Background: an optimization exercise with open tools, aiming at small area, a short achievable clock period and few clock cycles. Do not read the settings as production practice.
At most, simulation tests tie the RTL to the original design; equivalence was not proved.
No functional check of the RTL was part of runs 1 and 2.
Power and IR drop assume default switching activity.

--- config.mk ---
export PLATFORM = sky130hd
export DESIGN_NAME = ki_codec
export DESIGN_NICKNAME = ki_codec
export VERILOG_FILES = /design/flow/design.v
export SDC_FILE = /design/flow/constraint.sdc
export NUM_CORES = 4
export LEC_CHECK = 0
export CAP_MARGIN = 20
export CORE_MARGIN = 2
export CORE_UTILIZATION = 65
export CTS_BUF_LIST = sky130_fd_sc_hd__clkbuf_8
export CTS_CLUSTER_SIZE = 24
export PLACE_DENSITY = 0.75
export SLEW_MARGIN = 20
--- constraint.sdc ---
create_clock -name core_clock -period 30.0 [get_ports {clk}]
set_input_delay 6.0000 -clock core_clock [delete_from_list [all_inputs] [get_ports {clk}]]
set_output_delay 6.0000 -clock core_clock [all_outputs]
set_load 0.01 [all_outputs]
--- design.v ---
module ki_codec (
    input  wire       clk,
    input  wire       rst,
    input  wire       req_valid,
    output wire       req_ready,
    input  wire [7:0] req_data,
    output reg        rsp_valid,
    input  wire       rsp_ready,
    output reg  [7:0] rsp_data
);
    localparam [2:0] S_OP   = 3'd0;   
    localparam [2:0] S_ARG  = 3'd1;   
    localparam [2:0] S_BODY = 3'd2;   
    localparam [2:0] S_EMIT = 3'd3;   
    localparam [2:0] S_SKIP = 3'd4;   
    localparam [2:0] S_UNP  = 3'd5;   
    localparam [2:0] S_UVAL = 3'd6;   
    localparam [2:0] EM_CRC   = 3'd0;   
    localparam [2:0] EM_TXHDR = 3'd1;   
    localparam [2:0] EM_TXCRC = 3'd2;   
    localparam [2:0] EM_PAD   = 3'd3;   
    localparam [2:0] EM_PLEN  = 3'd4;   
    localparam [2:0] EM_MAP   = 3'd5;   
    localparam [2:0] EM_REG   = 3'd6;   
    localparam [3:0] OC_CRCU  = 4'd0;
    localparam [3:0] OC_TX    = 4'd1;
    localparam [3:0] OC_SPACK = 4'd2;
    localparam [3:0] OC_SUNP  = 4'd3;
    localparam [3:0] OC_LSET  = 4'd4;
    localparam [3:0] OC_LLOAD = 4'd5;
    localparam [3:0] OC_DPACK = 4'd6;
    localparam [3:0] OC_DUNP  = 4'd7;
    localparam [3:0] OC_REG   = 4'd8;
    localparam [2:0] R_VER = 3'd0, R_CRC = 3'd1, R_FR = 3'd2, R_VAL = 3'd3,
                     R_MAP = 3'd4, R_BITS = 3'd5;
    reg [15:0] crc_acc;
    reg [31:0] frames_tx;
    reg        lay_valid;
    reg [31:0] lay_map;
    reg [7:0]  ring [0:31];
    reg [7:0]  dlen;        
    reg        lok;         
    reg [2:0]  state;
    reg        nin;         
    reg [3:0]  oc;
    reg [3:0]  c;           
    reg [4:0]  mi;          
    reg [15:0] len;
    reg [15:0] txcrc;
    reg [2:0]  kind;
    reg        kbad;
    reg [2:0]  emode;
    reg [2:0]  rsel;
    reg [2:0]  tsel;        
    reg [2:0]  goff;        
    reg        cur_act;     
    reg        fcy;         
    integer k;
    function [15:0] crc_step(input [15:0] cc, input [7:0] bb);
        integer t;
        reg [15:0] x;
        begin
            x = cc ^ {bb, 8'h00};
            for (t = 0; t < 8; t = t + 1)
                x = x[15] ? ((x << 1) ^ 16'h1021) : (x << 1);
            crc_step = x;
        end
    endfunction
    reg  rsp_empty;
    assign req_ready = nin && (rsp_ready || rsp_empty);
    wire adv  = !rsp_valid || rsp_ready;
    wire take = nin && adv && req_valid;
    wire pop  = rsp_valid && rsp_ready;
    wire [7:0] b = req_data;
    wire [15:0] n_in = {b, len[7:0]};
    reg [7:0] tap;
    always @(*) begin
        tap = 8'h00;
        for (k = 0; k < 8; k = k + 1)
            if (tsel == k[2:0]) tap = ring[4 * k];
    end
    wire       mbit  = lay_map[mi];
    wire [1:0] j     = c[1:0];
    wire [2:0] tw    = tap[5] ? 3'd4 : ({1'b0, tap[4:3]} + {2'b0, |tap[2:0]});   
    wire [7:0] bmask = ({1'b0, j} < tap[5:3]) ? 8'hFF :
                       ({1'b0, j} == tap[5:3]) ? ~(8'hFF << tap[2:0]) : 8'h00;
    wire       pk_keep = mbit && ({1'b0, j} < tw);
    reg [7:0] fld;
    always @(*) begin
        case (j)
            2'd0: fld = txcrc[7:0];
            2'd1: fld = txcrc[15:8];
            2'd2: fld = len[7:0];
            default: fld = len[15:8];
        endcase
    end
    wire [2:0] bw   = b[5] ? 3'd4 : ({1'b0, b[4:3]} + {2'b0, |b[2:0]});
    wire       wbad = (b == 8'd0) || (b > 8'd32);
    wire lerr = !lay_valid || !lok;
    wire [7:0] lerrc = !lay_valid ? 8'h04 : 8'h06;
    reg       rok;
    reg [2:0] rs;
    always @(*) begin
        rok = 1'b1;
        rs  = R_VER;
        case (b)
            8'h00: rs = R_VER;
            8'h01: rs = R_CRC;
            8'h09: rs = R_FR;
            8'h0A: rs = R_VAL;
            8'h0B: rs = R_MAP;
            8'h10, 8'h11, 8'h12, 8'h13, 8'h14, 8'h15, 8'h16, 8'h17: rs = R_BITS;
            default: rok = 1'b0;
        endcase
    end
    wire       fcin = (state == S_EMIT) && (emode == EM_TXHDR) && ((c[1:0] == 2'd0) || fcy);
    wire [8:0] fsum = {1'b0, frames_tx[7:0]} + {8'd0, fcin};
    reg       emit;
    reg [7:0] eb;
    always @(*) begin
        emit = 1'b0;
        eb   = b;
        case (state)
            S_OP: if (take) begin
                emit = 1'b1;
                case (b)
                    8'h01, 8'h02, 8'h20, 8'h30: eb = 8'h00;
                    8'h32: eb = lerr ? lerrc : 8'h00;
                    8'h10, 8'h21, 8'h31, 8'h33, 8'h50: emit = 1'b0;
                    default: eb = 8'h01;
                endcase
            end
            S_ARG: if (take) begin
                case (oc)
                    OC_REG: begin emit = 1'b1; eb = rok ? 8'h00 : 8'h07; end
                    OC_TX: if (c[1]) begin emit = 1'b1; eb = kbad ? 8'h03 : 8'h00; end
                    OC_SUNP, OC_LLOAD: if (c[0]) begin
                        emit = 1'b1; eb = (n_in != 16'd144) ? 8'h05 : 8'h00;
                    end
                    OC_DUNP: if (c[0]) begin
                        emit = 1'b1;
                        eb = lerr ? lerrc : (n_in != {8'd0, dlen}) ? 8'h05 : 8'h00;
                    end
                    default: ;
                endcase
            end
            S_BODY: if (take) begin
                case (oc)
                    OC_SUNP:  emit = (len > 16'd2);
                    OC_LLOAD: emit = 1'b0;
                    OC_DPACK: if (c[2]) begin emit = pk_keep; eb = b & bmask; end
                              else emit = 1'b1;
                    default:  emit = 1'b1;
                endcase
            end
            S_EMIT: if (adv) begin
                emit = 1'b1;
                case (emode)
                    EM_CRC:   eb = c[0] ? crc_acc[15:8] : crc_acc[7:0];
                    EM_TXHDR:
                        case (c)
                            4'd0: eb = len[7:0] + 8'd8;
                            4'd1: eb = len[15:8] + {7'd0, &len[7:3]};
                            4'd2: eb = {7'd0, &len[15:3]};
                            4'd3: eb = 8'h00;
                            4'd4: eb = 8'hA5;
                            4'd5: eb = 8'h5A;
                            4'd6: eb = 8'h01;
                            4'd7: eb = {5'd0, kind};
                            4'd8: eb = len[7:0];
                            default: eb = len[15:8];
                        endcase
                    EM_TXCRC: eb = c[0] ? txcrc[15:8] : txcrc[7:0];
                    EM_PAD:   eb = 8'h00;
                    EM_PLEN:  eb = c[0] ? 8'h00 : dlen;
                    EM_MAP:   eb = lay_map[7:0];
                    default:
                        case (rsel)
                            R_VER:  eb = {7'd0, c[1:0] == 2'd0};
                            R_CRC:  eb = (c[1:0] == 2'd0) ? crc_acc[7:0] :
                                         (c[1:0] == 2'd1) ? crc_acc[15:8] : 8'h00;
                            R_FR:   eb = frames_tx[7:0];
                            R_VAL:  eb = {7'd0, lay_valid && c[1:0] == 2'd0};
                            R_MAP:  eb = lay_map[7:0] & {8{lay_valid}};
                            default: eb = tap & {8{lay_valid}};
                        endcase
                endcase
            end
            S_UVAL: if (adv) begin
                emit = 1'b1;
                eb = cur_act ? (fld & bmask) : 8'h00;
            end
            default: ;
        endcase
    end
    wire [15:0] crcu_n  = crc_step(crc_acc, b);
    wire [15:0] txcrc_n = crc_step(txcrc, eb);
    wire [15:0] len_m1  = len - 16'd1;
    wire        len1    = (len == 16'd1);
    always @(posedge clk) begin
        if (rst) begin
            rsp_valid <= 1'b0;
            rsp_empty <= 1'b1;
        end else if (emit) begin
            rsp_valid <= 1'b1;
            rsp_empty <= 1'b0;
        end else if (pop) begin
            rsp_valid <= 1'b0;
            rsp_empty <= 1'b1;
        end
        if (emit) rsp_data <= eb;
    end
    reg [2:0] nstate;
    always @(posedge clk) begin
        if (rst) begin
            crc_acc   <= 16'hFFFF;
            frames_tx <= 32'd0;
            lay_valid <= 1'b0;
            state     <= S_OP;
            nin       <= 1'b1;
        end else begin
            nstate = state;
            case (state)
            S_OP: if (take) begin
                c <= 4'd0;
                mi <= 5'd0;
                tsel <= 3'd0 - goff;
                case (b)
                    8'h01: begin
                        crc_acc <= 16'hFFFF;
                        nstate = S_EMIT; emode <= EM_CRC;
                    end
                    8'h02: begin oc <= OC_CRCU; nstate = S_ARG; end
                    8'h10: begin oc <= OC_TX; nstate = S_ARG; end
                    8'h20: begin oc <= OC_SPACK; nstate = S_BODY; len <= 16'd142; end
                    8'h21: begin oc <= OC_SUNP; nstate = S_ARG; end
                    8'h30: begin oc <= OC_LSET; nstate = S_ARG; dlen <= 8'd4; lok <= 1'b1; end
                    8'h31: begin oc <= OC_LLOAD; nstate = S_ARG; end
                    8'h32: begin
                        oc <= OC_DPACK;
                        if (lerr) begin nstate = S_SKIP; len <= 16'd132; end
                        else begin nstate = S_EMIT; emode <= EM_PLEN; end
                    end
                    8'h33: begin oc <= OC_DUNP; nstate = S_ARG; end
                    8'h50: begin oc <= OC_REG; nstate = S_ARG; end
                    default: ;
                endcase
            end
            S_ARG: if (take) begin
                c <= c + 4'd1;
                case (oc)
                    OC_CRCU: begin
                        crc_acc <= crcu_n;
                        nstate = S_EMIT; emode <= EM_CRC; c <= 4'd0;
                    end
                    OC_REG: begin
                        rsel <= rs;
                        tsel <= b[2:0] - goff;
                        c <= 4'd0;
                        if (rok) begin nstate = S_EMIT; emode <= EM_REG; end
                        else nstate = S_OP;
                    end
                    OC_LSET: begin
                        if (!c[2]) lay_map <= {b, lay_map[31:8]};
                        else begin
                            c <= c;
                            mi <= mi + 5'd1;
                            if (mbit) begin
                                dlen <= dlen + {5'd0, bw};
                                if (wbad) lok <= 1'b0;
                            end
                            if (mi == 5'd31) begin
                                lay_valid <= 1'b1;
                                goff <= 3'd0;
                                nstate = S_OP;
                            end
                        end
                    end
                    OC_TX: begin
                        if (c[1:0] == 2'd0) begin
                            kind <= b[2:0];
                            kbad <= (b == 8'd0) || (b > 8'd5);
                        end else if (c[1:0] == 2'd1) len[7:0] <= b;
                        else begin
                            len <= n_in;
                            c <= 4'd0;
                            if (kbad) nstate = (n_in == 16'd0) ? S_OP : S_SKIP;
                            else begin
                                txcrc <= 16'hFFFF;
                                nstate = S_EMIT; emode <= EM_TXHDR;
                            end
                        end
                    end
                    default: begin  
                        if (!c[0]) len[7:0] <= b;
                        else begin
                            len <= n_in;
                            c <= 4'd0;
                            if (oc == OC_DUNP) begin
                                if (lerr || n_in != {8'd0, dlen})
                                    nstate = (n_in == 16'd0) ? S_OP : S_SKIP;
                                else nstate = S_BODY;
                            end else if (n_in != 16'd144) begin
                                nstate = (n_in == 16'd0) ? S_OP : S_SKIP;
                            end else begin
                                nstate = S_BODY;
                                if (oc == OC_LLOAD) begin dlen <= 8'd4; lok <= 1'b1; end
                            end
                        end
                    end
                endcase
            end
            S_BODY: if (take) begin
                case (oc)
                    OC_TX: begin
                        txcrc <= txcrc_n;
                        len <= len_m1;
                        if (len1) begin nstate = S_EMIT; emode <= EM_TXCRC; c <= 4'd0; end
                    end
                    OC_SPACK: begin
                        len <= len_m1;
                        if (len1) begin nstate = S_EMIT; emode <= EM_PAD; c <= 4'd0; end
                    end
                    OC_SUNP: begin
                        len <= len_m1;
                        if (len1) nstate = S_OP;
                    end
                    OC_LLOAD: begin
                        len <= len_m1;
                        if (len[7:0] <= 8'd142 && len[7:0] >= 8'd139)
                            lay_map <= {b, lay_map[31:8]};
                        if (len[7:0] <= 8'd70 && len[7:0] >= 8'd39) begin
                            mi <= mi + 5'd1;
                            if (mbit) begin
                                dlen <= dlen + {5'd0, bw};
                                if (wbad) lok <= 1'b0;
                            end
                        end
                        if (len1) begin
                            lay_valid <= 1'b1;
                            goff <= 3'd0;
                            nstate = S_OP;
                        end
                    end
                    OC_DPACK: begin
                        if (!c[2]) c <= c + 4'd1;
                        else c <= {2'b01, c[1:0] + 2'd1};
                        if (c[2] && c[1:0] == 2'd3) begin
                            mi <= mi + 5'd1;
                            if (mi == 5'd31) nstate = S_OP;
                        end
                    end
                    default: begin  
                        c <= c + 4'd1;
                        if (c[1:0] == 2'd3) begin nstate = S_EMIT; emode <= EM_MAP; c <= 4'd0; end
                    end
                endcase
            end
            S_EMIT: if (adv) begin
                c <= c + 4'd1;
                case (emode)
                    EM_CRC, EM_PAD:
                        if (c[0]) nstate = S_OP;
                    EM_TXHDR: begin
                        if (c[3:2] == 2'd0) begin
                            frames_tx <= {fsum[7:0], frames_tx[31:8]};
                            fcy <= fsum[8];
                        end
                        if (c >= 4'd6) txcrc <= txcrc_n;
                        if (c == 4'd9) begin
                            c <= 4'd0;
                            if (len == 16'd0) emode <= EM_TXCRC;
                            else nstate = S_BODY;
                        end
                    end
                    EM_TXCRC:
                        if (c[0]) nstate = S_OP;
                    EM_PLEN:
                        if (c[0]) begin nstate = S_BODY; c <= 4'd0; mi <= 5'd0; end
                    EM_MAP: begin
                        lay_map <= {lay_map[7:0], lay_map[31:8]};
                        if (c[1:0] == 2'd3) begin
                            c <= 4'd0;
                            mi <= lay_map[8] ? 5'd0 : 5'd1;
                            cur_act <= lay_map[8];
                            nstate = lay_map[8] ? S_UNP : S_UVAL;
                        end
                    end
                    default: begin  
                        if (rsel == R_FR) frames_tx <= {fsum[7:0], frames_tx[31:8]};
                        if (rsel == R_MAP) lay_map <= {lay_map[7:0], lay_map[31:8]};
                        if (c[1:0] == 2'd3) begin
                            if (rsel == R_BITS) goff <= goff + 3'd1;
                            nstate = S_OP;
                        end
                    end
                endcase
            end
            S_SKIP: if (take) begin
                len <= len_m1;
                if (len1) nstate = S_OP;
            end
            S_UNP: if (take) begin
                case (j)
                    2'd0: txcrc[7:0]  <= b;
                    2'd1: txcrc[15:8] <= b;
                    2'd2: len[7:0]    <= b;
                    default: len[15:8] <= b;
                endcase
                c <= c + 4'd1;
                if ({1'b0, j} == tw - 3'd1) begin
                    c <= 4'd0;
                    mi <= mi + 5'd1;
                    nstate = S_UVAL;
                end
            end
            S_UVAL: if (adv) begin
                c <= c + 4'd1;
                if (j == 2'd3) begin
                    c <= 4'd0;
                    if (mi == 5'd0) nstate = S_OP;
                    else if (mbit) begin
                        cur_act <= 1'b1;
                        nstate = S_UNP;
                    end else begin
                        cur_act <= 1'b0;
                        mi <= mi + 5'd1;
                    end
                end
            end
            default: nstate = S_OP;
            endcase
            state <= nstate;
            nin <= (nstate == S_OP) || (nstate == S_ARG) || (nstate == S_BODY) ||
                   (nstate == S_SKIP) || (nstate == S_UNP);
        end
    end
    wire ring_in = take && (((state == S_ARG) && (oc == OC_LSET) && c[2]) ||
                            ((state == S_BODY) && (oc == OC_LLOAD) &&
                             len[7:0] <= 8'd70 && len[7:0] >= 8'd39));
    wire ring_rot = (take && (state == S_BODY) && (oc == OC_DPACK) && c[2] && (c[1:0] == 2'd3)) ||
                    (adv && (state == S_UVAL) && (j == 2'd3)) ||
                    (adv && (state == S_EMIT) && (emode == EM_REG) && (rsel == R_BITS));
    always @(posedge clk) begin
        if (ring_in || ring_rot) begin
            for (k = 0; k < 31; k = k + 1)
                ring[k] <= ring[k + 1];
            ring[31] <= ring_in ? b : ring[0];
        end
    end
endmodule
--- run.sh ---
#!/bin/bash
# synth_recipe.tcl (not shown) runs the flow's synth.tcl, then flattens the netlist and writes it again
# the make line also repeats each setting of config.mk as NAME=value (left out here)
make -C /OpenROAD-flow-scripts/flow DESIGN_CONFIG=/design/flow/config.mk WORK_HOME=/design/flow/orfs CLKGATE_MAP_FILE= SYNTH_SCRIPT=/design/flow/synth_recipe.tcl finish
==> impl_summary.txt, run 1 <==
----------------------------------------------------
[Pwr]
  Power density over the cells ... 51.8 nW/um^2
  Highest ir drop seen on vdd ... 0.0000479 V
  Reported leakage power ... 7.69 nW
  Total power ... 1.19 mW

[CTS]
  Clock buffer depth ... 3
  Resize count post-CTS ... 0
  Clock transition at the registers of the reported paths ... 70 ps
  Clock Root Buffer ... sky130_fd_sc_hd__clkbuf_8
  CTS tree ... built
  Hold-fix buffers at CTS ... 0
  Clock sink total ... 423
  Post-CTS Setup Inserts ... 0
  H-tree depth ... 3
  Insertion delay to the later sink of the worst-skew pair ... 630 ps
  TritonCTS buffer count ... 68

[Die]
  Starting Density ... 0.664
  Std cell rows ... 65
  Height of the die ... 184 um
  Number of top-level pins ... 22
  Placeable core region ... 31,700 sq um
  Die Area ... 33,800 sq um
  Die Width ... 184 um

[Setup path]
  Critical path origin ... rsp_ready
  Data required time of the worst path ... 24,000 ps
  Max Fanout on Critical Path ... 4
  Cells along the critical path ... clkdlybuf4s50_1 > o21a_1 > clkdlybuf4s50_1
  Endpoint arrival time on the critical path ... 7190 ps
  Critical Path Sink Type ... output port
  Critical Path Max Stage Delay ... 530 ps
  Crit start category ... input port
  Cell seen most often among critical-path stages ... sky130_fd_sc_hd__clkdlybuf4s50_1
  Worst Path Class, Setup ... in -> out
  Startpoint of the lowest-slack register-to-register path ... tsel[1]$_DFFE_PP_
  Critical-path cell with the highest stage delay ... sky130_fd_sc_hd__clkdlybuf4s50_1

[Finish]
  Top library cells by usage in the layout, fill and taps aside ... sky130_fd_sc_hd__edfxtp_1, sky130_fd_sc_hd__nand2_1, sky130_fd_sc_hd__nor2_1
  Share of cells above drive strength 1 ... 0.0979
  Most frequent standard cell in the layout excluding fill and tap cells ... sky130_fd_sc_hd__edfxtp_1
  Fin util ... 0.722
  Layout overhead on the synthesized area ... 8.79%
  Final nets ... 1,904

[Timing]
  TNS Setup ... 0 ps
  Largest clock skew in the final design ... 41.7 ps
  Final min period ... 13,190 ps
  Total count of hold-check failures in the final report ... 0
  Setup-failing EPs final ... 0
  Fin. max-slew vios ... 0
  Final critical-path share of the clock period ... 0.440
  Tightest Pin Transition ... 1170 ps
  Max transition margin ... 0.214
  Setup repair after global routing missed its margin ... no
  Highest Clock Rate ... 75.8 MHz

[Synth]
  Number of cells produced by synthesis ... 1,846
  Number of synthesized register bits ... 423
  Portion of synthesized cell area occupied by the leading cell type ... 0.525
  Average instance area after synthesis ... 11.4 sq um
  Count of flip-flops with a built-in enable after synthesis ... 368
  Mapped Area ... 21,100 sq um
  Cell type with the highest aggregate area in the netlist ... sky130_fd_sc_hd__edfxtp_1
  Portion of the post-synthesis area used by sequential elements ... 0.577
  Syn nets ... 1,902
  Ys flop type ... sky130_fd_sc_hd__edfxtp_1
  Synth warnings ... 2
  Leading post-synthesis cells by cell area ... sky130_fd_sc_hd__edfxtp_1, sky130_fd_sc_hd__dfxtp_1, sky130_fd_sc_hd__nand2_1
  Unique cell type count in the Yosys netlist ... 88
  Post-synthesis async set-or-reset flop share ... 0

[Global routing]
  Number of antenna violations at the first check in global routing ... 1
  GR Overflow Total ... 0
  Pin count of the biggest net entering global routing ... 185
  Wire length of the first global-routing pass ... 101,000 um
  Total Routing Usage GR ... 0.411
  Via count of the first global-routing pass ... 15,871

[Worst hold path]
  Worst min path class ... reg -> reg
  Min-delay src ... ring[30][1]$_DFFE_PP_

[Place]
  Final GP Congestion ... 1.06
  Total of buffers placed on input and output ports ... 21
  Estimated wirelength of the detail-placed design ... 45,400 um

[Flow run]
  Maxcap violations ... 0

[Run status]
  Outcome ... complete, no violations

[Routing]
  Via-to-Cell Ratio ... 7.10
  First-iteration detailed-routing DRC count ... 2,405
  1st-pass router iterations ... 8
  Vias after detailed routing ... 16,361
  Average wire per standard cell ... 29.9 um
  Drc violations ... 0
  Total routed wirelength ... 68,900 um
  Number of routed nets with antenna violations ... 0

----------------------------------------------------
registers in the layout (all words and copies together), names as in the netlist, 3 cells and up:
name       cells
frames_tx     32
goff           3
rsp_data       8
mi             5
emode          3
lay_map       32
dlen           8
oc             4
c              4
len           16
state          3
ring         256
rsel           3
txcrc         16
tsel           3
crc_acc       16
kind           3
final cells by class:
cell class,instances,area (sq um)
Clock buffer,76,1050
Sequential cell,423,12200
Clock inverter,46,269
Multi-Input combinational cell,1258,8270
Fill cell,2003,8810
Tap cell,402,503
Inverter,34,128
Timing Repair Buffer,63,531
Antenna cell,1,2.50
worst max-delay path, delay by kind of cell:
family	cells	cell delay [ps]
AOI/OAI and AO/OA	1	130
buffers and inverters	2	1060
path summary, 6_finish.rpt:
check	cells past startpoint	slack [ps]	end
worst max-delay path	3	16810	req_ready
worst max register to register	12	24910	txcrc[12]$_DFFE_PP_
worst min register to register	0	400	ring[29][1]$_DFFE_PP_
worst min-delay path	0	400	ring[29][1]$_DFFE_PP_
cells in the mapped netlist, types with 11 or more instances:
library cell	n
sky130_fd_sc_hd__a21oi_1	110
sky130_fd_sc_hd__inv_1	29
sky130_fd_sc_hd__a31oi_1	21
sky130_fd_sc_hd__a211oi_1	17
sky130_fd_sc_hd__nand4_1	19
sky130_fd_sc_hd__xnor2_1	60
sky130_fd_sc_hd__ha_1	42
sky130_fd_sc_hd__mux2_2	14
sky130_fd_sc_hd__mux2i_1	27
sky130_fd_sc_hd__nor2b_1	20
sky130_fd_sc_hd__a22oi_1	21
sky130_fd_sc_hd__clkbuf_1	107
sky130_fd_sc_hd__buf_2	15
sky130_fd_sc_hd__nor3_1	40
sky130_fd_sc_hd__mux4_2	21
sky130_fd_sc_hd__nand2_1	225
sky130_fd_sc_hd__o211ai_1	14
sky130_fd_sc_hd__edfxtp_1	368
sky130_fd_sc_hd__o21ai_0	126
sky130_fd_sc_hd__xor2_1	29
sky130_fd_sc_hd__a221oi_1	11
sky130_fd_sc_hd__dfxtp_1	55
sky130_fd_sc_hd__nand3_1	48
sky130_fd_sc_hd__nor4_1	16
sky130_fd_sc_hd__nand2b_1	24
sky130_fd_sc_hd__and2_1	13
sky130_fd_sc_hd__nor2_1	136
sky130_fd_sc_hd__and3_1	11
sky130_fd_sc_hd__o22ai_1	12
power by group:
| group | switching, mW | internal (mW) | total (mW) |
|---|---|---|---|
| clock network | 0.238 | 0.252 | 0.490 |
| logic | 0.0386 | 0.0225 | 0.0611 |
| registers | 0.00245 | 0.633 | 0.635 |
per-stage QoR:
step                cell area, sq um  hold slack (ps)  worst slack, ps  std cells
floorplan                      21100              400             3300       1846
global placement               21600              400            16820       2178
detailed placement             21600              405            16810       2179
CTS                            22900              394            16810       2301
global route                   22900              416            16770       2302
finish                         22900              397            16810       2303
metal layers:
metal	track usage	wire length (um)	up-vias	part of all wire
met1	0.508	24500	7820	0.36
met2	0.657	32000	1276	0.46
met4	0.243	4320	2	0.063
met3	0.105	8070	298	0.12
met5	0	10	-	0.00015
li1	-	-	6965	-
kinds of logic (layout without fill, tap and decap cells):
logic type | after synthesis | after routing | share of synthesized area
AOI/OAI and AO/OA | 444 | 444 | 0.136
adders and majority gates | 44 | 44 | 0.0269
muxes | 63 | 63 | 0.0435
xor gates and xnor gates | 99 | 99 | 0.0472
other | 0 | 1 | 0
DFF | 423 | 423 | 0.577
buffers and inverters | 165 | 219 | 0.0314
and+or+nand+nor | 608 | 608 | 0.138
==> run 2, diff against run 1 <==
--- a/config.mk
+++ b/config.mk
@@ -7,8 +7,6 @@
 export LEC_CHECK = 0
 export CAP_MARGIN = 20
 export CORE_MARGIN = 2
-export CORE_UTILIZATION = 65
-export CTS_BUF_LIST = sky130_fd_sc_hd__clkbuf_8
-export CTS_CLUSTER_SIZE = 24
-export PLACE_DENSITY = 0.75
+export CORE_UTILIZATION = 40
+export CTS_BUF_LIST = sky130_fd_sc_hd__clkbuf_4
 export SLEW_MARGIN = 20
==> run 2 against run 1 <==
Against the previous run:
- critical path depth stayed put
- clock skew up 12 ps
- via count shrank 3.0%
- synthesized cell count unchanged
- routed wire length shrank 2.3%
- power decreased by 0.18%
- global-route usage down 16 points
- combinational power down 1%
- die area rose by 61%
- worst hold slack gained 7.9 ps
- sequential power is essentially flat
- critical path type unchanged
==> impl_summary.txt, run 2 <==
----------------------------------------------------
[Run status]
  Outcome ... complete, no violations

[Finish]
  Top library cells by usage in the layout, fill and taps aside ... sky130_fd_sc_hd__edfxtp_1, sky130_fd_sc_hd__nand2_1, sky130_fd_sc_hd__clkbuf_4
  Final nets ... 1,951
  Largest register by flop count ... ring
  Most frequent standard cell in the layout excluding fill and tap cells ... sky130_fd_sc_hd__edfxtp_1
  Registers with the highest flip-flop counts ... ring x256, frames_tx x32, lay_map x32
  Flip-flop count of the largest register after layout ... 256
  Layout overhead on the synthesized area ... 10.9%
  Post-layout instance area ... 23,400 sq um
  Share of cells above drive strength 1 ... 0.139

[Pwr]
  Power density over the cells ... 50.7 nW/um^2
  Reported leakage power ... 7.75 nW
  Highest ir drop seen on vdd ... 0.0000332 V

[Timing]
  TNS Setup ... 0 ps
  Tightest Pin Transition ... 1070 ps
  Total count of hold-check failures in the final report ... 0
  Fin. max-slew vios ... 0
  Highest Clock Rate ... 75.6 MHz
  Setup repair after global routing missed its margin ... no
  Max transition margin ... 0.289
  Largest clock skew in the final design ... 54.0 ps
  Final critical-path share of the clock period ... 0.441
  Final min period ... 13,230 ps
  Setup-failing EPs final ... 0

[Place]
  Final GP Congestion ... 0.993
  Post-place instance area ... 22,000 sq um
  Estimated wirelength of the detail-placed design ... 46,200 um
  Total of buffers placed on input and output ports ... 21

[Die]
  Placeable core region ... 52,300 sq um
  Starting Density ... 0.402
  Die Area ... 54,500 sq um
  Number of top-level pins ... 22
  Std cell rows ... 84
  Height of the die ... 233 um
  Die Width ... 233 um

[Synth]
  Post-synthesis async set-or-reset flop share ... 0
  Ys flop type ... sky130_fd_sc_hd__edfxtp_1
  Leading post-synthesis cells by cell area ... sky130_fd_sc_hd__edfxtp_1, sky130_fd_sc_hd__dfxtp_1, sky130_fd_sc_hd__nand2_1
  Synth warnings ... 2
  Portion of the post-synthesis area used by sequential elements ... 0.577
  Number of synthesized register bits ... 423
  Most common cell in the synthesized netlist ... sky130_fd_sc_hd__edfxtp_1
  Number of cells produced by synthesis ... 1,846
  Cell type with the highest aggregate area in the netlist ... sky130_fd_sc_hd__edfxtp_1
  Top cell types by occurrence after synthesis ... sky130_fd_sc_hd__edfxtp_1, sky130_fd_sc_hd__nand2_1, sky130_fd_sc_hd__nor2_1, sky130_fd_sc_hd__o21ai_0, sky130_fd_sc_hd__a21oi_1
  Portion of synthesized cell area occupied by the leading cell type ... 0.525
  Syn nets ... 1,902
  Average instance area after synthesis ... 11.4 sq um
  Count of flip-flops with a built-in enable after synthesis ... 368
  Mapped Area ... 21,100 sq um
  Unique cell type count in the Yosys netlist ... 88

[CTS]
  Clock Root Buffer ... sky130_fd_sc_hd__clkbuf_4
  Hold-fix buffers at CTS ... 0
  Post-CTS Setup Inserts ... 0
  Clock buffer depth ... 3
  CTS tree ... built
  Clock sink total ... 423
  Resize count post-CTS ... 0
  Clock transition at the registers of the reported paths ... 70 ps
  H-tree depth ... 3
  Insertion delay to the later sink of the worst-skew pair ... 900 ps
  TritonCTS buffer count ... 108

[Global routing]
  Wire length of the first global-routing pass ... 99,900 um
  Total Routing Usage GR ... 0.251
  GR Overflow Total ... 0
  Via count of the first global-routing pass ... 15,442
  Number of antenna violations at the first check in global routing ... 3
  Pin count of the biggest net entering global routing ... 194

[Routing]
  Via-to-Cell Ratio ... 5.98
  Vias after detailed routing ... 15,872
  Drc violations ... 0
  First-iteration detailed-routing DRC count ... 1,955
  1st-pass router iterations ... 9
  Average wire per standard cell ... 25.4 um
  Total routed wirelength ... 67,400 um
  Number of routed nets with antenna violations ... 0

[Setup path]
  Data required time of the worst path ... 24,000 ps
  Worst Path Class, Setup ... in -> out
  Max Fanout on Critical Path ... 4
  Crit start category ... input port
  Endpoint arrival time on the critical path ... 7230 ps
  Critical Path Sink Type ... output port

[Flow run]
  Maxcap violations ... 0

[Worst hold path]
  Worst min path class ... reg -> reg

----------------------------------------------------
[run 2: cell counts after synthesis]
No cell type changed its count.
[run 2: final cells by class]
cell class / instances / area (sq um)
diodes: 3 / 7.51
inverters: 34 / 128
fillers: 4875 / 29000
repair buffers: 70 / 586
flip-flops and latches: 423 / 12200
well taps: 688 / 861
clock inverters: 24 / 185
multi-input cells: 1258 / 8290
clock buffers: 153 / 1150
[run 2: cell families after synthesis]
group / synth area share
AND/OR/NAND/NOR: 0.138
AO/OA/AOI/OAI: 0.136
flip-flops: 0.577
buffers and inverters: 0.0314
XOR/XNOR: 0.0472
multiplexers: 0.0435
adder cells (fa/ha/maj): 0.0269
[run 2: final timing paths]
kind / start / endpoint / slack [ps] / cells past startpoint
worst max register to register: tsel[2]$_DFFE_PP_ / rsp_data[0]$_DFFE_PP_ / 24780 / 15
worst min-delay path: ring[21][0]$_DFFE_PP_ / ring[20][0]$_DFFE_PP_ / 410 / 0
worst max-delay path: rsp_ready / req_ready / 16770 / 3
worst min register to register: ring[21][0]$_DFFE_PP_ / ring[20][0]$_DFFE_PP_ / 410 / 0
[run 2: power breakdown]
part / internal [mW] / total (mW) / leakage (nW) / switching (mW)
sequential: 0.632 / 0.635 / 3.75 / 0.00217
clock: 0.251 / 0.489 / 0.791 / 0.238
combinational: 0.0225 / 0.0604 / 3.21 / 0.0379
total: 0.906 / 1.18 / 7.75 / 0.278
[run 2: through the flow]
step	total power [mW]	hold WS (ps)	util	instances	worst slack [ps]
2_1_floorplan	0.685	400	-	1846	3300
3_3_place_gp	0.706	400	0.420	2473	16780
3_5_place_dp	0.706	405	0.421	2473	16750
4_1_cts	1.20	392	0.446	2650	16740
5_1_grt	1.24	407	0.446	2651	16700
6_report	1.18	405	0.446	2653	16770
[run 2: critical path, stage by stage]
cell and delay [ps]:
sky130_fd_sc_hd__clkdlybuf4s50_1 560, sky130_fd_sc_hd__o21a_1 140, sky130_fd_sc_hd__clkdlybuf4s50_1 530
[run 2: layer usage]
layer	up-vias	share of wire	track usage	routed length [um]
li1	7115	-	-	-
met1	7814	0.44	0.351	29500
met2	779	0.43	0.368	29100
met3	164	0.087	0.0593	5880
met4	0	0.043	0.116	2870
met5	-	0	0	0
==> run 3, diff against run 2 <==
--- a/design.v
+++ b/design.v
@@ -66,10 +66,9 @@
             crc_step = x;
         end
     endfunction
-    reg  rsp_empty;
-    assign req_ready = nin && (rsp_ready || rsp_empty);
     wire adv  = !rsp_valid || rsp_ready;
-    wire take = nin && adv && req_valid;
+    assign req_ready = nin && adv;
+    wire take = req_ready && req_valid;
     wire pop  = rsp_valid && rsp_ready;
     wire [7:0] b = req_data;
     wire [15:0] n_in = {b, len[7:0]};
@@ -200,13 +199,10 @@
     always @(posedge clk) begin
         if (rst) begin
             rsp_valid <= 1'b0;
-            rsp_empty <= 1'b1;
         end else if (emit) begin
             rsp_valid <= 1'b1;
-            rsp_empty <= 1'b0;
         end else if (pop) begin
             rsp_valid <= 1'b0;
-            rsp_empty <= 1'b1;
         end
         if (emit) rsp_data <= eb;
     end
--- a/config.mk
+++ b/config.mk
@@ -8,5 +8,4 @@
 export CAP_MARGIN = 20
 export CORE_MARGIN = 2
 export CORE_UTILIZATION = 40
-export CTS_BUF_LIST = sky130_fd_sc_hd__clkbuf_4
 export SLEW_MARGIN = 20
==> run 3 against run 2 <==
Against the previous run:
- worst setup slack got worse by 540 ps
- power increased by 4.8%
- combinational power decreased by 3.8%
- still clean
- register-to-register slack got worse by 570 ps
- die area decreased by 0.74%
- highest routed layer unchanged
- synthesized area decreased by 0.75%
- via count decreased by 5.3%
- count of clock-buffer cells in the layout decreased by 83
- final area decreased by 0.14%
- final cell count decreased by 6.4%
==> impl_summary.txt, run 3 <==
----------------------------------------------------
[Finish]
  Largest register by flop count ... ring
  Registers with the highest flip-flop counts ... ring x256, frames_tx x32, lay_map x32
  Most frequent standard cell in the layout excluding fill and tap cells ... sky130_fd_sc_hd__edfxtp_1
  Share of cells above drive strength 1 ... 0.105
  Top library cells by usage in the layout, fill and taps aside ... sky130_fd_sc_hd__edfxtp_1, sky130_fd_sc_hd__nand2_1, sky130_fd_sc_hd__nor2_1
  Fill cell instance count of the final layout ... 4,774
  Flip-flop count of the largest register after layout ... 256
  Fin util ... 0.453
  Layout overhead on the synthesized area ... 11.6%
  Final nets ... 1,819

[Routing]
  1st-pass router iterations ... 7
  Number of routed nets with antenna violations ... 0
  Total routed wirelength ... 61,800 um
  Drc violations ... 0
  Vias after detailed routing ... 15,029
  Average wire per standard cell ... 24.9 um
  First-iteration detailed-routing DRC count ... 2,140
  Via-to-Cell Ratio ... 6.05

[Synth]
  Number of cells produced by synthesis ... 1,778
  Post-synthesis async set-or-reset flop share ... 0
  Main combinational cell family by area after synthesis ... compound AO/OA/AOI/OAI gates
  Cell type with the highest aggregate area in the netlist ... sky130_fd_sc_hd__edfxtp_1
  Number of synthesized register bits ... 422
  Fraction of synthesized area in multiplexers ... 0.0510
  Complex-gate fraction of the synthesized area ... 0.136
  Mapped Area ... 20,900 sq um
  Adder and majority gate portion of the synthesized area ... 0.0275
  Leading post-synthesis cells by cell area ... sky130_fd_sc_hd__edfxtp_1, sky130_fd_sc_hd__dfxtp_1, sky130_fd_sc_hd__nand2_1
  Portion of synthesized cell area occupied by the leading cell type ... 0.529
  Unique cell type count in the Yosys netlist ... 94
  Count of flip-flops with a built-in enable after synthesis ... 368
  Fraction of the mapped netlist area in simple logic gates ... 0.130
  Average instance area after synthesis ... 11.8 sq um
  Ys flop type ... sky130_fd_sc_hd__edfxtp_1
  Portion of the post-synthesis area used by sequential elements ... 0.581
  Synth warnings ... 2
  Area share of xor/xnor cells in the synthesized design ... 0.0460
  Top cell types by occurrence after synthesis ... sky130_fd_sc_hd__edfxtp_1, sky130_fd_sc_hd__nand2_1, sky130_fd_sc_hd__nor2_1, sky130_fd_sc_hd__a21oi_1, sky130_fd_sc_hd__o21ai_0
  Most common cell in the synthesized netlist ... sky130_fd_sc_hd__edfxtp_1
  Syn nets ... 1,834

[Timing]
  Setup repair after global routing missed its margin ... no
  Largest clock skew in the final design ... 29.0 ps
  Setup-failing EPs final ... 0
  TNS Setup ... 0 ps
  Tightest Pin Transition ... 1160 ps
  Fin. max-slew vios ... 0
  Total count of hold-check failures in the final report ... 0
  Final worst hold slack ... 414 ps
  Max transition margin ... 0.228
  Final min period ... 13,770 ps
  Post-route worst setup slack ... 16,230 ps
  Highest Clock Rate ... 72.6 MHz
  Final critical-path share of the clock period ... 0.459

[Worst hold path]
  Worst min path class ... reg -> reg
  Min-delay src ... ring[7][1]$_DFFE_PP_
  Number of instances on the worst hold path ... 0

[CTS]
  Clock sink total ... 422
  TritonCTS buffer count ... 47
  Post-CTS Setup Inserts ... 0
  Insertion delay to the later sink of the worst-skew pair ... 600 ps
  Clock buffer depth ... 3
  Resize count post-CTS ... 0
  CTS tree ... built
  Clock Root Buffer ... sky130_fd_sc_hd__clkbuf_16
  Hold-fix buffers at CTS ... 0
  H-tree depth ... 2
  Clock transition at the registers of the reported paths ... 60 ps

[Setup path]
  Endpoint arrival time on the critical path ... 7770 ps
  End point of the critical path ... req_ready
  Setup slack on the worst flop-to-flop path ... 24,210 ps
  Startpoint of the lowest-slack register-to-register path ... state[0]$_SDFF_PP0_
  Critical path origin ... rsp_ready
  Critical Path Max Stage Delay ... 540 ps
  Critical-path cell with the highest stage delay ... sky130_fd_sc_hd__nand2b_1
  Worst r2r path cells ... 11
  Worst Path Class, Setup ... in -> out
  Cells along the critical path ... clkdlybuf4s50_1 > nand2b_1 > and2_1 > clkdlybuf4s50_1
  Crit start category ... input port
  Cell seen most often among critical-path stages ... sky130_fd_sc_hd__clkdlybuf4s50_1
  Max Fanout on Critical Path ... 18
  Data required time of the worst path ... 24,000 ps
  Critical Path Sink Type ... output port
  Reg-to-reg critical path endpoint ... ring[19][5]$_DFFE_PP_

[Die]
  Placeable core region ... 51,500 sq um
  Height of the die ... 233 um
  Die Width ... 233 um
  Number of top-level pins ... 22
  Starting Density ... 0.406
  Die Area ... 54,100 sq um
  Std cell rows ... 83

[Global routing]
  Wire length of the first global-routing pass ... 91,700 um
  GR Overflow Total ... 0
  Number of antenna violations at the first check in global routing ... 1
  Pin count of the biggest net entering global routing ... 94
  Via count of the first global-routing pass ... 14,327
  Total Routing Usage GR ... 0.228

[Pwr]
  Highest ir drop seen on vdd ... 0.0000422 V
  Power density over the cells ... 53.2 nW/um^2
  Reported leakage power ... 7.58 nW
  Total power ... 1.24 mW

[Place]
  Pre-CTS worst setup slack ... 16,220 ps
  Final GP Congestion ... 1.01
  Estimated wirelength of the detail-placed design ... 42,500 um
  Total of buffers placed on input and output ports ... 21

[Run status]
  Outcome ... complete, no violations

[Flow run]
  Maxcap violations ... 0

----------------------------------------------------
-- run 3: cell types whose count changed in the layout (fill, tap and decap cells not counted), moves of 11 or more --
cell / change
sky130_fd_sc_hd__a22oi_1: -13
sky130_fd_sc_hd__clkbuf_16: +48
sky130_fd_sc_hd__clkbuf_4: -152
sky130_fd_sc_hd__nand2_1: -41
sky130_fd_sc_hd__clkinv_1: -11
sky130_fd_sc_hd__o21ai_0: -18
sky130_fd_sc_hd__clkbuf_1: +15
-- run 3: area by class of cell --
type	count	area, sq um	area share
Inverter	34	128	0.00547
Clock inverter	18	145	0.00622
Multi-Input combinational cell	1195	8200	0.351
Antenna cell	1	2.50	0.000107
Clock buffer	70	1350	0.0578
Timing Repair Buffer	63	524	0.0225
Tap cell	680	851	0.0365
Sequential cell	422	12100	0.520
-- run 3: metal layers --
layer / vias up / track usage / wire (um)
li1: 6703 / - / -
met1: 7395 / 0.317 / 26500
met2: 753 / 0.341 / 26700
met3: 178 / 0.0468 / 5320
met4: 0 / 0.111 / 3270
met5: - / 0 / 0
-- run 3: worst min-delay path by stage --
stage / end / slack, ps
after floorplan: ring[0][0]$_DFFE_PP_ / 400
after global placement: ring[21][7]$_DFFE_PP_ / 400
after detailed placement: ring[17][0]$_DFFE_PP_ / 400
after CTS: ring[28][5]$_DFFE_PP_ / 410
after global routing: ring[30][0]$_DFFE_PP_ / 410
final: ring[6][1]$_DFFE_PP_ / 410
-- run 3: worst max-delay path, delay by kind of cell --
family / cells / cell delay (ps)
buffers and inverters: 2 / 1000
and+or+nand+nor: 2 / 770
-- run 3: logic make-up after synthesis --
logic type	count (synthesis)
AOI/OAI and AO/OA	430
adders and majority gates	45
xor gates and xnor gates	95
and+or+nand+nor	558
DFF	422
buffers and inverters	161
muxes	67
-- run 3: report_power, final --
part / leakage (nW) / switching (mW) / total, mW / internal, mW
clock: 0.722 / 0.235 / 0.549 / 0.314
sequential: 3.76 / 0.00233 / 0.634 / 0.632
combinational: 3.10 / 0.0355 / 0.0581 / 0.0225
total: 7.58 / 0.273 / 1.24 / 0.968
-- run 3: through the flow --
stage               area (sq um)  std cells
global placement           21800       2394
detailed placement         21800       2394
floorplan                  20900       1778
CTS                        23300       2482
global route               23300       2482
finish                     23300       2483
Testbench counts of run 3, summed over its fixed seeds: cycles 72,216.
==> run 4, diff against run 3 <==
--- a/design.v
+++ b/design.v
@@ -57,18 +57,17 @@
     reg        fcy;         
     integer k;
     function [15:0] crc_step(input [15:0] cc, input [7:0] bb);
-        integer t;
-        reg [15:0] x;
+        reg [7:0] x;
         begin
-            x = cc ^ {bb, 8'h00};
-            for (t = 0; t < 8; t = t + 1)
-                x = x[15] ? ((x << 1) ^ 16'h1021) : (x << 1);
-            crc_step = x;
+            x = cc[15:8] ^ bb;
+            x = x ^ {4'd0, x[7:4]};
+            crc_step = {cc[7:0], 8'h00} ^ {x[3:0], 12'h000} ^ {3'd0, x, 5'd0} ^ {8'd0, x};
         end
     endfunction
+    reg  rsp_empty;
+    assign req_ready = nin && (rsp_ready || rsp_empty);
     wire adv  = !rsp_valid || rsp_ready;
-    assign req_ready = nin && adv;
-    wire take = req_ready && req_valid;
+    wire take = nin && adv && req_valid;
     wire pop  = rsp_valid && rsp_ready;
     wire [7:0] b = req_data;
     wire [15:0] n_in = {b, len[7:0]};
@@ -192,17 +191,21 @@
             default: ;
         endcase
     end
-    wire [15:0] crcu_n  = crc_step(crc_acc, b);
-    wire [15:0] txcrc_n = crc_step(txcrc, eb);
+    wire [15:0] crc_n   = crc_step((state == S_ARG) ? crc_acc : txcrc, eb);
+    wire [15:0] crcu_n  = crc_n;
+    wire [15:0] txcrc_n = crc_n;
     wire [15:0] len_m1  = len - 16'd1;
     wire        len1    = (len == 16'd1);
     always @(posedge clk) begin
         if (rst) begin
             rsp_valid <= 1'b0;
+            rsp_empty <= 1'b1;
         end else if (emit) begin
             rsp_valid <= 1'b1;
+            rsp_empty <= 1'b0;
         end else if (pop) begin
             rsp_valid <= 1'b0;
+            rsp_empty <= 1'b1;
         end
         if (emit) rsp_data <= eb;
     end
==> flow/run.sh (new file) <==
#!/bin/bash
# Layout flow: the standard ORFS flow (standard.sh, all steps, standard
# synthesis), with three settings of how the layout is made:
#  - the port buffers are sky130_fd_sc_hd__buf_2 (buffer_ports -buffer_cell);
#  - the clock tree is built from clkbuf_8 leaf clusters, without dummy loads;
#  - timing repair aims a little past the (unchanged) constraints.
# standard.sh's output goes to flow_standard.log here; ORFS keeps each step's
# log under orfs/logs/.
set -euo pipefail
export BUFFER_PORTS_ARGS="-buffer_cell sky130_fd_sc_hd__buf_2"
export CTS_ARGS="-sink_clustering_enable -repair_clock_nets -dont_use_dummy_load -buf_list sky130_fd_sc_hd__clkbuf_8 -sink_clustering_size 14 -sink_clustering_max_diameter 60"
export SETUP_SLACK_MARGIN=17.6
bash standard.sh > flow_standard.log 2>&1
==> standard.sh (new file) <==
#!/bin/bash
# synth_recipe.tcl (not shown) runs the flow's synth.tcl, then flattens the netlist and writes it again
# the make line also repeats each setting of config.mk as NAME=value (left out here)
make -C /OpenROAD-flow-scripts/flow DESIGN_CONFIG=/design/flow/config.mk WORK_HOME=/design/flow/orfs CLKGATE_MAP_FILE= SYNTH_SCRIPT=/design/flow/synth_recipe.tcl "${@:-finish}"
removed: run.sh
==> run 4 against run 3 <==
Against the previous run:
- still clean on timing, DRC and antenna
- worst setup slack better by 1400 ps
- final area down 5.9%
- largest power group unchanged
- utilization down 2.4 points
- sequential share of layout area increased by 3.3 points
- sequential power grew 0.6%
- synthesized cell count is 2.6% lower
==> impl_summary.txt, run 4 <==
----------------------------------------------------
[Synth]
  Syn nets ... 1,788
  Fraction of synthesized area in multiplexers ... 0.0448
  Ys flop type ... sky130_fd_sc_hd__edfxtp_1
  Complex-gate fraction of the synthesized area ... 0.141
  Average instance area after synthesis ... 11.9 sq um
  Number of cells produced by synthesis ... 1,732
  Cell type with the highest aggregate area in the netlist ... sky130_fd_sc_hd__edfxtp_1
  Most common cell in the synthesized netlist ... sky130_fd_sc_hd__edfxtp_1
  Leading post-synthesis cells by cell area ... sky130_fd_sc_hd__edfxtp_1, sky130_fd_sc_hd__dfxtp_1, sky130_fd_sc_hd__nand2_1
  Portion of synthesized cell area occupied by the leading cell type ... 0.535
  Count of flip-flops with a built-in enable after synthesis ... 368
  Post-synthesis async set-or-reset flop share ... 0
  Number of synthesized register bits ... 423
  Fraction of the mapped netlist area in simple logic gates ... 0.128
  Mapped Area ... 20,600 sq um
  Portion of the post-synthesis area used by sequential elements ... 0.589
  Unique cell type count in the Yosys netlist ... 100
  Top cell types by occurrence after synthesis ... sky130_fd_sc_hd__edfxtp_1, sky130_fd_sc_hd__nand2_1, sky130_fd_sc_hd__nor2_1, sky130_fd_sc_hd__o21ai_0, sky130_fd_sc_hd__a21oi_1
  Adder and majority gate portion of the synthesized area ... 0.0274
  Synth warnings ... 2
  Area share of xor/xnor cells in the synthesized design ... 0.0385
  Main combinational cell family by area after synthesis ... compound AO/OA/AOI/OAI gates

[Timing]
  Tightest Pin Transition ... 1160 ps
  Setup-failing EPs final ... 0
  TNS Setup ... 0 ps
  Fin. max-slew vios ... 0
  Largest clock skew in the final design ... 109 ps
  Post-route worst setup slack ... 17,620 ps
  Total count of hold-check failures in the final report ... 0
  Max transition margin ... 0.220
  Final critical-path share of the clock period ... 0.413
  Highest Clock Rate ... 80.8 MHz
  Final min period ... 12,380 ps
  Final worst hold slack ... 355 ps
  Setup repair after global routing missed its margin ... yes

[Global routing]
  Wire length of the first global-routing pass ... 94,200 um
  GR Overflow Total ... 0
  Total Routing Usage GR ... 0.237
  Via count of the first global-routing pass ... 14,359
  Number of antenna violations at the first check in global routing ... 0
  Pin count of the biggest net entering global routing ... 98

[Finish]
  Diodes inserted ... 0
  Number of cells in the finished layout apart from fillers ... 2,394
  Flip-flop count of the largest register after layout ... 256
  Share of cells above drive strength 1 ... 0.0992
  Fill cell instance count of the final layout ... 4,789
  Layout overhead on the synthesized area ... 6.32%
  Largest register by flop count ... ring
  Final nets ... 1,772
  Top library cells by usage in the layout, fill and taps aside ... sky130_fd_sc_hd__edfxtp_1, sky130_fd_sc_hd__nand2_1, sky130_fd_sc_hd__nor2_1
  Registers with the highest flip-flop counts ... ring x256, frames_tx x32, lay_map x32
  Post-layout instance area ... 21,900 sq um
  Most frequent standard cell in the layout excluding fill and tap cells ... sky130_fd_sc_hd__edfxtp_1

[Die]
  Die Width ... 231 um
  Die Area ... 53,400 sq um
  Placeable core region ... 51,200 sq um
  Std cell rows ... 83
  Number of top-level pins ... 22
  Starting Density ... 0.403
  Height of the die ... 231 um

[Flow run]
  Maxcap violations ... 0

[CTS]
  Clock Root Buffer ... sky130_fd_sc_hd__clkbuf_8
  H-tree depth ... 2
  CTS tree ... built
  Clock sink total ... 423
  TritonCTS buffer count ... 43
  Clock buffer depth ... 3
  Insertion delay to the later sink of the worst-skew pair ... 650 ps
  Clock transition at the registers of the reported paths ... 90 ps

[Run status]
  Outcome ... complete, no violations

[Setup path]
  Cells along the critical path ... buf_6 > o21a_1 > buf_2
  Data required time of the worst path ... 24,000 ps
  Critical Path Sink Type ... output port
  Family of cells with the greatest summed delay on the critical path ... buffers and inverters
  Count of buffering cells on the critical path with inverters included ... 2
  Max Fanout on Critical Path ... 2
  Worst Path Class, Setup ... in -> out
  Critical-path cell with the highest stage delay ... sky130_fd_sc_hd__o21a_1
  Crit start category ... input port
  Endpoint arrival time on the critical path ... 6380 ps
  Critical Path Max Stage Delay ... 150 ps

[Routing]
  First-iteration detailed-routing DRC count ... 1,784
  Total routed wirelength ... 63,600 um
  Average wire per standard cell ... 26.6 um
  Via-to-Cell Ratio ... 6.13
  1st-pass router iterations ... 7
  Number of routed nets with antenna violations ... 0
  Drc violations ... 0
  Vias after detailed routing ... 14,682

[Place]
  Estimated wirelength of the detail-placed design ... 44,100 um
  Post-place instance area ... 21,300 sq um
  Total of buffers placed on input and output ports ... 21
  Number of cells in the design after placement ... 2,350
  Final GP Congestion ... 1.02
  Pre-CTS worst setup slack ... 17,580 ps

[Pwr]
  Power density over the cells ... 46.8 nW/um^2
  Reported leakage power ... 7.14 nW
  Highest ir drop seen on vdd ... 0.0000355 V

[Worst hold path]
  Worst min path class ... reg -> reg

----------------------------------------------------
==> run 4: cells by family after synthesis <==
group                    after synthesis
multiplexers                          67
buffers and inverters                145
AND/OR/NAND/NOR                      546
XOR/XNOR                              79
AO/OA/AOI/OAI                        428
adder cells (fa/ha/maj)               44
flip-flops                           423
==> run 4: worst paths after layout <==
path                          from  cells after the start  slack, ps                     to
max                      rsp_ready                      3      17620              req_ready
min          ring[29][2]$_DFFE_PP_                      0        360  ring[28][2]$_DFFE_PP_
max reg2reg      tsel[0]$_DFFE_PP_                     14      24650        mi[0]$_DFFE_PP_
min reg2reg  ring[29][2]$_DFFE_PP_                      0        360  ring[28][2]$_DFFE_PP_
==> run 4: power breakdown <==
part	switching, mW	leakage, nW	internal [mW]	total, mW
Combinational	0.0502	3.07	0.0267	0.0770
Clock	0.184	0.309	0.127	0.311
Sequential	0.00437	3.77	0.634	0.638
==> run 4: what timing repair did <==
action | in CTS | in global routing
buffers inserted | 1 | 0
hold buffers | 0 | 0
setup endpoints to repair | 1 | 1
pin swaps | 1 | 1
resized for setup | 1 | 0
gates cloned | 0 | 0
==> run 4: per-stage QoR <==
stage / total power, mW / utilization
2_1_floorplan: 0.701 / -
3_3_place_gp: 0.726 / 0.417
3_5_place_dp: 0.726 / 0.417
4_1_cts: 1.04 / 0.429
5_1_grt: 1.07 / 0.429
6_report: 1.03 / 0.429
==> run 4: layout make-up <==
type | instances | area, sq um | area share
multi-input combinational | 1164 | 7900 | 0.360
inverter | 34 | 128 | 0.00581
sequential | 423 | 12200 | 0.554
timing repair buffer | 50 | 333 | 0.0152
clock buffer | 43 | 592 | 0.0270
tap | 680 | 851 | 0.0388
==> run 4: metal layers <==
layer	GRT usage	share of wire	up-vias
met4	0.114	0.050	0
met3	0.0394	0.077	190
met5	0	0	-
met1	0.333	0.43	7325
li1	-	-	6486
met2	0.359	0.44	681
Testbench counts of run 4, summed over its fixed seeds: cycles 72,216.
==> run 5, diff against run 4 <==
==> flow/run.sh (replaced) <==
#!/bin/bash
# Layout flow: the standard ORFS flow (standard.sh, all steps), with
#  - synthesis by flow/synth.tcl: the standard synthesis script, but ABC maps
#    the combinational logic with an area-oriented script (flow/area.abc);
#  - port buffers of sky130_fd_sc_hd__buf_2 (buffer_ports -buffer_cell);
#  - a clock tree of clkbuf_8 leaf clusters, without dummy loads;
#  - timing repair aiming a little past the (unchanged) constraints.
# The make output goes to flow_standard.log here; ORFS keeps each step's log
# under orfs/logs/.
set -euo pipefail
W=$(pwd)
sed "s#SYNTH_SCRIPT=[^ ]*#SYNTH_SCRIPT=$W/flow/synth.tcl#" standard.sh > flow_standard.sh
grep -q "SYNTH_SCRIPT=$W/flow/synth.tcl" flow_standard.sh
export BUFFER_PORTS_ARGS="-buffer_cell sky130_fd_sc_hd__buf_2"
export CTS_ARGS="-sink_clustering_enable -repair_clock_nets -dont_use_dummy_load -buf_list sky130_fd_sc_hd__clkbuf_8 -sink_clustering_size 14 -sink_clustering_max_diameter 60"
export SETUP_SLACK_MARGIN=17.6
bash flow_standard.sh > flow_standard.log 2>&1
==> flow/area.abc (new file) <==
strash
&get -n
&st
&dch -f
&nf -a -R 1000
&put
strash
&get -n
&st
&dch -f
&nf -a -R 1000
&put
strash
&get -n
&st
&dch -f
&nf -a -R 1000
&put
strash
&get -n
&st
&dch -f
&nf -a -R 1000
&put
strash
&get -n
&st
&dch -f
&nf -a -R 1000
&put
strash
&get -n
&st
&dch -f
&nf -a -R 1000
&put
strash
&get -n
&st
&dch -f
&nf -a -R 1000
&put
strash
&get -n
&st
&dch -f
&nf -a -R 1000
&put
strash
&get -n
&st
&dch -f
&nf -a -R 1000
&put
strash
&get -n
&st
&dch -f
&nf -a -R 1000
&put
topo
dnsize -c
==> flow/synth.tcl (new file) <==
# The standard flow's synthesis script (synth_recipe.tcl), with one change: ABC maps the
# combinational logic with the area-oriented script area.abc beside this file.
# Registers, names, flattening and renaming are those of the standard synthesis.
set my_area_abc [file join [file dirname [file normalize [info script]]] area.abc]
proc synth {args} { yosys synth -nofsm -noshare {*}$args }
proc abc {args} {
  set i [lsearch -exact $args -script]
  if {$i >= 0} { lset args [expr {$i + 1}] $::my_area_abc }
  yosys abc {*}$args
}
source $::env(SCRIPTS_DIR)/synth.tcl
# left out here: clear keep_hierarchy, flatten, clean up, hide names made inside functions, write 1_2_yosys.v
==> run 5 against run 4 <==
Against the previous run:
- global-route usage decreased by 0.11 points
- clock skew fell by 3.7 ps
- synthesized area fell by 7.5%
- final area decreased by 5.1%
- sequential power hardly changed
- highest routed layer is now met5
- still clean
- critical endpoint unchanged
- sequential cell count unchanged
- critical path depth unchanged
- critical path type unchanged
- worst hold slack improved by 25 ps
- sequential share of layout area increased by 3.0 points
- non-clock buffer count grew 2
- routed wire length fell by 7.5%
==> impl_summary.txt, run 5 <==
----------------------------------------------------
[Setup path]
  Data required time of the worst path ... 24,000 ps
  Critical Path Max Stage Delay ... 150 ps
  Endpoint arrival time on the critical path ... 6380 ps
  Worst r2r path cells ... 17
  Critical Path Sink Type ... output port
  Max Fanout on Critical Path ... 4
  Worst Path Class, Setup ... in -> out
  Crit start category ... input port
  Cells along the critical path ... buf_6 > o21a_1 > buf_2
  Critical-path cell with the highest stage delay ... sky130_fd_sc_hd__o21a_1

[Pwr]
  Internal power contribution ... 0.777 mW
  Total power ... 1.00 mW
  Power density over the cells ... 48.2 nW/um^2
  Switching share of power ... 0.227
  Clock network fraction of design power ... 0.306
  Share of power burned in combinational logic ... 0.059
  Fraction of power consumed by sequential logic ... 0.635
  Reported leakage power ... 6.74 nW
  Power spent charging and discharging nets ... 0.228 mW
  Highest ir drop seen on vdd ... 0.0000280 V

[CTS]
  Clock buffer depth ... 3
  Clock Root Buffer ... sky130_fd_sc_hd__clkbuf_8
  H-tree depth ... 2
  CTS tree ... built
  Post-CTS Setup Inserts ... 0
  Insertion delay to the later sink of the worst-skew pair ... 660 ps
  TritonCTS buffer count ... 42
  Hold-fix buffers at CTS ... 0
  Clock sink total ... 423
  Clock transition at the registers of the reported paths ... 90 ps

[Die]
  Height of the die ... 222 um
  Placeable core region ... 47,400 sq um
  Number of top-level pins ... 22
  Die Width ... 222 um
  Die Area ... 49,500 sq um
  Starting Density ... 0.402
  Std cell rows ... 80

[Routing]
  1st-pass router iterations ... 7
  Drc violations ... 0
  First-iteration detailed-routing DRC count ... 2,043
  Vias after detailed routing ... 14,158
  Number of routed nets with antenna violations ... 0
  Total routed wirelength ... 58,800 um
  Via-to-Cell Ratio ... 6.22
  Average wire per standard cell ... 25.9 um

[Global routing]
  Pin count of the biggest net entering global routing ... 109
  Wire length of the first global-routing pass ... 87,400 um
  Number of antenna violations at the first check in global routing ... 1
  Total Routing Usage GR ... 0.236
  Via count of the first global-routing pass ... 13,565
  GR Overflow Total ... 0

[Synth]
  Post-synthesis async set-or-reset flop share ... 0
  Cell type with the highest aggregate area in the netlist ... sky130_fd_sc_hd__edfxtp_1
  Mapped Area ... 19,100 sq um
  Unique cell type count in the Yosys netlist ... 57
  Synth warnings ... 2
  Syn nets ... 1,622
  Ys flop type ... sky130_fd_sc_hd__edfxtp_1
  Number of cells produced by synthesis ... 1,566
  Portion of the post-synthesis area used by sequential elements ... 0.636
  Count of flip-flops with a built-in enable after synthesis ... 368
  Average instance area after synthesis ... 12.2 sq um
  Number of synthesized register bits ... 423
  Leading post-synthesis cells by cell area ... sky130_fd_sc_hd__edfxtp_1, sky130_fd_sc_hd__dfxtp_1, sky130_fd_sc_hd__nand2_1
  Most common cell in the synthesized netlist ... sky130_fd_sc_hd__edfxtp_1
  Portion of synthesized cell area occupied by the leading cell type ... 0.579
  Top cell types by occurrence after synthesis ... sky130_fd_sc_hd__edfxtp_1, sky130_fd_sc_hd__nand2_1, sky130_fd_sc_hd__a21oi_1, sky130_fd_sc_hd__nor2_1, sky130_fd_sc_hd__o21ai_0

[Place]
  Estimated wirelength of the detail-placed design ... 41,200 um
  Total of buffers placed on input and output ports ... 21
  Final GP Congestion ... 1.02
  Post-place instance area ... 20,200 sq um

[Timing]
  Largest clock skew in the final design ... 106 ps
  Setup-failing EPs final ... 0
  Fin. max-slew vios ... 0
  Highest Clock Rate ... 80.8 MHz
  Final min period ... 12,380 ps
  Final critical-path share of the clock period ... 0.413
  Tightest Pin Transition ... 1140 ps
  TNS Setup ... 0 ps
  Total count of hold-check failures in the final report ... 0
  Setup repair after global routing missed its margin ... yes
  Max transition margin ... 0.242

[Worst hold path]
  Number of instances on the worst hold path ... 0
  Worst min path class ... reg -> reg

[Finish]
  Most frequent standard cell in the layout excluding fill and tap cells ... sky130_fd_sc_hd__edfxtp_1
  Diodes inserted ... 0
  Top library cells by usage in the layout, fill and taps aside ... sky130_fd_sc_hd__edfxtp_1, sky130_fd_sc_hd__nand2_1, sky130_fd_sc_hd__a21oi_1
  Share of cells above drive strength 1 ... 0.0657
  Flip-flop count of the largest register after layout ... 256
  Final nets ... 1,718
  Fill cell instance count of the final layout ... 4,419
  Registers with the highest flip-flop counts ... ring x256, frames_tx x32, lay_map x32
  Post-layout instance area ... 20,800 sq um
  Reg area ... 12,200 sq um
  Total area of multi-input combinational cells ... 6890 sq um
  Largest register by flop count ... ring
  Layout overhead on the synthesized area ... 9.07%

[Flow run]
  Maxcap violations ... 0

[Run status]
  Outcome ... complete, no violations

----------------------------------------------------
-- run 5: cell count changes after synthesis, sizes merged, moves of 10 or more --
cell | before | now
clkbuf | 79 | 0
nand2 | 175 | 211
a21oi | 95 | 130
inv | 33 | 0
buf | 32 | 0
clkinv | 1 | 26
mux2i | 35 | 16
a222oi | 10 | 28
nor2 | 137 | 122
a211o | 5 | 18
nand3 | 37 | 50
o22a | 13 | 1
mux4 | 19 | 8
xor2 | 31 | 21
-- run 5: critical path, delay by kind of cell --
| family | cells | cell delay, ps |
|---|---|---|
| buffers and inverters | 2 | 230 |
| AOI/OAI and AO/OA | 1 | 150 |
-- run 5: path summary, 6_finish.rpt --
kind | startpoint | endpoint | slack (ps)
worst min register to register | ring[11][7]$_DFFE_PP_ | ring[10][7]$_DFFE_PP_ | 380
worst max-delay path | rsp_ready | req_ready | 17620
worst min-delay path | ring[11][7]$_DFFE_PP_ | ring[10][7]$_DFFE_PP_ | 380
worst max register to register | tsel[2]$_DFFE_PP_ | crc_acc[14]$_SDFFE_PP1P_ | 23720
-- run 5: routing by layer --
metal  track usage  vias to the layer above  wire (um)
li1              -                     6272          -
met1         0.332                     6965      24700
met2         0.356                      759      25800
met3        0.0492                      160       5620
met4         0.101                        2       2710
met5             0                        -         12
-- run 5: cell type report --
| class | instances | share of cell area |
|---|---|---|
| sequential | 423 | 0.583 |
| multi-input combinational | 1117 | 0.331 |
| tap | 615 | 0.0369 |
| clock buffer | 42 | 0.0278 |
| timing repair buffer | 52 | 0.0165 |
| inverter | 26 | 0.00469 |
-- run 5: power groups by stage --
| stage | logic [mW] | clock network [mW] | registers, mW |
|---|---|---|---|
| 6_report | 0.0591 | 0.307 | 0.638 |
| 5_1_grt | 0.0631 | 0.341 | 0.639 |
| 4_1_cts | 0.0576 | 0.321 | 0.638 |
| 3_5_place_dp | 0.0573 | 0 | 0.652 |
| 3_3_place_gp | 0.0565 | 0 | 0.651 |
| 2_1_floorplan | 0.0331 | 0 | 0.651 |
-- run 5: timing repair --
| action | in CTS | in global routing |
|---|---|---|
| endpoints found under the setup margin | 1 | 1 |
| endpoints found under the hold margin | 0 | 0 |
| resized for setup | 1 | 0 |
-- run 5: per-stage QoR --
stage,instances,worst slack [ps],hold WS [ps],util
6_report,2275,17620,380,0.439
5_1_grt,2275,17600,380,0.439
4_1_cts,2275,17620,362,0.439
3_5_place_dp,2233,17590,405,0.427
3_3_place_gp,2233,17590,400,0.427
2_1_floorplan,1566,17820,400,-
-- run 5: cell families (layout without fill, tap and decap cells) --
family	Yosys count	after routing	share of synthesized area
AO/OA/AOI/OAI	432	432	0.145
XOR/XNOR	57	57	0.0261
adder cells (fa/ha/maj)	44	44	0.0296
buffers and inverters	26	120	0.00511
flip-flops	423	423	0.636
multiplexers	41	41	0.0278
AND/OR/NAND/NOR	543	543	0.130

[re-timing with driven ports]
No port has a modelled driver above. Below, the same layouts with a new extraction and two added sets of constraints.
Step 1: set_driving_cell puts a clkbuf_16 on clk and a buf_2 on each other input, an assumption about the parent block.
Step 2 adds t to the input delays and takes it off the output delays; t is the mean of the earliest and latest rising clock arrival at the registers after step 1. Input paths then give back, and output paths get back, about the clock's delay inside the block.
Slacks: ideal / step 1 / step 2; pairs: ideal / step 1.
run | shift t [ns] | slack for setup (ns) | latest minus earliest clock arrival (ns) | worst register clock-pin slew, ns | pins driven straight from the clock port
run 1 | 0.667 | 16.809 / 16.785 / 16.785 | 0.045 / 0.045 | 0.08 / 0.08 | 1
run 2 | 0.921 | 16.770 / 16.740 / 16.740 | 0.054 / 0.054 | 0.08 / 0.08 | 1
run 3 | 0.645 | 16.230 / 16.207 / 16.207 | 0.029 / 0.029 | 0.06 / 0.06 | 1
run 4 | 0.653 | 17.621 / 17.588 / 17.588 | 0.109 / 0.109 | 0.09 / 0.09 | 1
run 5 | 0.658 | 17.618 / 17.580 / 17.580 | 0.112 / 0.112 | 0.09 / 0.09 | 1
After both steps every run listed still meets setup and hold. For run 5, which loses most, drivers alone change the setup slack by -0.038 ns; drivers and shift together by -0.038 ns.
